Context: an optimization exercise on an open-source flow, tuned for small area, a short achievable clock period and few clock cycles per item. The choices shown serve that exercise and are no tape-out recipe. The RTL was checked by simulation tests, not by an equivalence proof against the original design. No activity file was given, so power comes from the tool's default toggle rates.

job 5110:
==> flow/design.v (excerpt) <==
module civ_engine (
    input  wire        clk,
    input  wire        rst,          
    input  wire        en,           
    input  wire [10:0] bound,        
    input  wire        rx_valid,
    input  wire [7:0]  rx_data,
    output wire        rx_ready,
    output wire        tx_valid,
    output reg  [7:0]  tx_data,
    input  wire        tx_ready,
    output wire        cb_req,
    output wire [3:0]  cb_slot,
    output wire [31:0] cb_arg,
    input  wire        cb_ack,
    input  wire [31:0] cb_rdata
);
    localparam [7:0] PREAMBLE   = 8'hFE;
    localparam [7:0] TERMINATOR = 8'hFD;
    localparam [7:0] ACK        = 8'hFB;
    localparam [7:0] NAK        = 8'hFA;
    localparam [7:0] RIG_ADDR   = 8'h56;
    localparam [7:0] CTRL_ADDR  = 8'hE0;
    localparam [7:0] RIG_ID     = 8'h56;
    localparam BPC = 4;
    localparam NST = (32 + BPC - 1) / BPC;
    localparam W   = BPC * NST;
    localparam [1:0] RS_IDLE = 2'd0;
    localparam [1:0] RS_SAW  = 2'd1;
    localparam [1:0] RS_ACC  = 2'd2;
    localparam [1:0] P_IDLE  = 2'd0;
    localparam [1:0] P_ECHO  = 2'd1;
    localparam [1:0] P_CALL  = 2'd2;
    localparam [1:0] P_REPLY = 2'd3;
    localparam [4:0] T_NAK  = 5'd0;
    localparam [4:0] T_ACK  = 5'd1;
    localparam [4:0] T_ID   = 5'd6;
    localparam [4:0] T_0C   = 5'd7;
  ...
Settings: LEC_CHECK=0, ABC_AREA=1, CAP_MARGIN=0, CORE_MARGIN=2, CORE_UTILIZATION=60, CTS_CLUSTER_DIAMETER=60, CTS_CLUSTER_SIZE=24, SLEW_MARGIN=0; clock period 40.0 ns.
standard.sh (not shown) runs the stock make flow with config.mk's settings and CLKGATE_MAP_FILE= SYNTH_SCRIPT=/design/flow/synth_recipe.tcl, a recipe that flattens the netlist after the stock synthesis.
==> flow/flow/run.sh <==
#!/bin/bash
# Standard layout (the standard.sh) with two changes to how it is made:
#  - synthesis maps the logic with an area-oriented ABC script (flow/abc_area.script,
#    used in place of ORFS's, selected by ABC_AREA=1); registers are mapped as usual;
#  - the port buffers are made of the smallest buffer cell.
set -euo pipefail
rm -rf scripts_area
cp -r "$FLOW_HOME/scripts" scripts_area
cp flow/abc_area.script scripts_area/abc_area.script
export SCRIPTS_DIR="$PWD/scripts_area"
export BUFFER_PORTS_ARGS="-buffer_cell sky130_fd_sc_hd__buf_1"
bash standard.sh > standard_flow.log 2>&1
==> flow/flow/abc_area.script <==
strash
dch
amap
strash
&get -n
&st
&dch
&nf -R 1000 -p
&put
strash
dch
amap
topo
dnsize -c
Testbench counts of job 5110, summed over its fixed seeds: cycles 13,572, frames 768.
> inputs changed (job 5110 -> job 5474)
Settings: CAP_MARGIN: 0 -> 20; SLEW_MARGIN: 0 -> 20; CTS_CLUSTER_DIAMETER: 60 -> 80; CTS_CLUSTER_SIZE: 24 -> 30.
- Taking job 5110 over job 5474, the first-iteration DRC count ratio works out to 0.930.
- Diff job 5110 -> job 5474: fraction of power consumed by combinational cells level; fmax level; sequential share of layout area moved up.
- Switching power summed over all nets, job 5474 and job 5110: larger value in job 5110
- Job 5474 gives more hold slack than job 5110 did.
diff inputs: job 5474 => job 8517
Settings: changing CTS_CLUSTER_SIZE from 30 to 32; changing CTS_CLUSTER_DIAMETER from 80 to 50.
--- outcome ---
Taking job 5474 as the reference, in job 8517 power share of the sequential group has decreased; fraction of the core area covered by cells at the end of the flow rose 1.9 points; minimum clock period grew by 0.0089 ns; post-layout worst setup margin now smaller; portion of total power attributed to combinational logic down 0.3 points.
Any difference in hold slack between job 5474 and job 8517 is small enough to ignore.
Changes in job 6985 relative to job 8517:
Settings: changing CTS_CLUSTER_SIZE from 32 to 24; changing CTS_CLUSTER_DIAMETER from 50 to 60.
Notes after the runs:
Going from job 8517 to job 6985, worst-skew pair later-pin latency went down; total design power down 10%.
Comparing power share of the combinational group for job 6985 and job 8517, the smaller number came from job 8517.
Job 6985 — clock network fraction of total power 5.7 points lower, job 8517 as reference
Looking at pin slew with the least headroom to its limit across job 6985 and job 8517, the one that comes out higher is job 6985.
Re non-clock buffer count: no difference whatsoever between job 6985 and job 8517.
Compared job 8517 against job 6985; maximum frequency within noise.
Of job 6985 and job 8517, job 6985 shows the lower static power due to leakage, with job 8517 above it.
Comparing job 6985 with job 8517, the global-route usage came out essentially unchanged.
The run with more routed wire is job 8517, not job 6985.

== run A ==
civ_engine, a different RTL version from the one above (not shown whole).
Size: about 1,500 cells after synthesis, ~100 I/O pins, roughly 14,000 um2 of cells after synthesis.
Settings: LEC_CHECK=0, ABC_AREA=1, CAP_MARGIN=20, CORE_MARGIN=2, CORE_UTILIZATION=60, CTS_CLUSTER_DIAMETER=80, CTS_CLUSTER_SIZE=30, GPL_ROUTABILITY_DRIVEN=0, GPL_TIMING_DRIVEN=0, SLEW_MARGIN=20; clock period 40.0 ns.
Scripts as last shown in full above: flow/flow/run.sh, flow/flow/abc_area.script
Testbench counts of run A, summed over its fixed seeds: cycles 13,384, frames 768.
Changes in run B relative to run A:
Settings: a deleted GPL_TIMING_DRIVEN that had been 0; a deleted GPL_ROUTABILITY_DRIVEN that had been 0.
--- a/flow/flow/run.sh
+++ b/flow/flow/run.sh
@@ -2 +2 @@
-# Standard layout (the standard.sh) with two changes to how it is made:
+# Standard layout (the standard.sh) with three changes to how it is made:
@@ -4,0 +5,2 @@
+#  - synthesis leaves adders to ABC instead of mapping them to full/half-adder cells
+#    (ADDER_MAP_FILE empty), which gives a smaller netlist for this design;
@@ -10,0 +13 @@
+export ADDER_MAP_FILE=
[summary]
Post-synthesis xor/xnor area fraction up 0.28 points in run B wrt run A
Final area (run B / run A): 0.938
Run B: number of multi-input combinational cells higher than run A
NOTE: clock network fraction of total power in run B falls short of that of run A
On post-placement setup slack: between run A and run B, it ends up higher for run B.
Cmp run A and run B / first-iteration DRC count / lower: run A
Post-layout total power (run B vs. run A) increases by a few percent
> inputs changed (run B -> run C)
--- a/flow/flow/run.sh
+++ b/flow/flow/run.sh
@@ -2 +2 @@
-# Standard layout (the standard.sh) with three changes to how it is made:
+# Standard layout (the standard.sh) with two changes to how it is made:
@@ -5,2 +4,0 @@
-#  - synthesis leaves adders to ABC instead of mapping them to full/half-adder cells
-#    (ADDER_MAP_FILE empty), which gives a smaller netlist for this design;
@@ -13 +10,0 @@
-export ADDER_MAP_FILE=
Looking at run B and run C, the placement-stage worst setup slack is a wash. From run B to run C the numbers moved as follows: die area rose by about 6%, clock latency at the later pin of the worst-skew pair stayed essentially flat, area used by multi-input combinational logic rose by 12%. Taking run B as 1.0, run C lands at 1.06 on post-layout net count. Run C reached the final stage; the timing, design-rule and antenna checks on its layout passed. Taking run B as the reference, in run C first-pass iteration count of the detailed router decreased by 2 relative to the old numbers, number of fill cells increased by about 6% relative to the old numbers, initial standard-cell utilization of the core decreased by 0.47 points relative to the old numbers, maximum frequency closely matched the old numbers. Internal power consumption in run C is 4.4% lower than in run B.
#### Input delta (run D over run C)
Settings: CORE_UTILIZATION now 70, was 60.
==> comparison <==
From run C to run D the numbers moved as follows: period utilization roughly the same, setup slack lower, clock-pin slew on the worst setup and hold paths lower, fraction of met3 tracks used by global routing higher, routed via count higher. Area overhead of the layout relative to synthesis: run D < run C. Final cell count is lower on run D. Side by side, net switching share of the total power turned out lower in run D than in run C.

re-timing with driven ports:
Ports are ideal in the flow. The routed layouts listed here were re-timed in OpenROAD.
Step 1 (the two cells are an assumption about what drives the block):
set clk [get_ports {clk}]
set_driving_cell -lib_cell sky130_fd_sc_hd__clkbuf_16 $clk
set_driving_cell -lib_cell sky130_fd_sc_hd__buf_2 [delete_from_list [all_inputs] $clk]
Step 2, shift: input delay + t, output delay - t, t = (earliest + latest rising clock arrival at the registers) / 2. This alone moves slack from input paths to output paths.
Three values: ideal, step 1, step 2; two values: the first two.
run	t (ns)	setup WS [ns]	latest minus earliest clock arrival (ns)	slew at the worst register clock pin (ns)
job 5110	0.569	23.633 / 23.608 / 23.608	0.060 / 0.060	0.09 / 0.09
job 5474	0.538	23.635 / 23.607 / 23.607	0.037 / 0.037	0.11 / 0.11
job 8517	0.611	23.626 / 23.599 / 23.599	0.026 / 0.027	0.07 / 0.07
job 6985	0.572	23.636 / 23.608 / 23.608	0.050 / 0.050	0.09 / 0.09
run A	0.549	23.637 / 23.614 / 23.614	0.061 / 0.061	0.11 / 0.11
run B	0.550	23.642 / 23.616 / 23.616	0.069 / 0.069	0.12 / 0.12
run C	0.547	23.647 / 23.620 / 23.620	0.037 / 0.037	0.11 / 0.11
run D	0.536	23.622 / 23.593 / 23.593	0.030 / 0.029	0.11 / 0.11
After both steps setup and hold are still met in every run listed. For run D, which loses most, drivers alone change the setup slack by -0.029 ns; drivers and shift together by -0.029 ns.
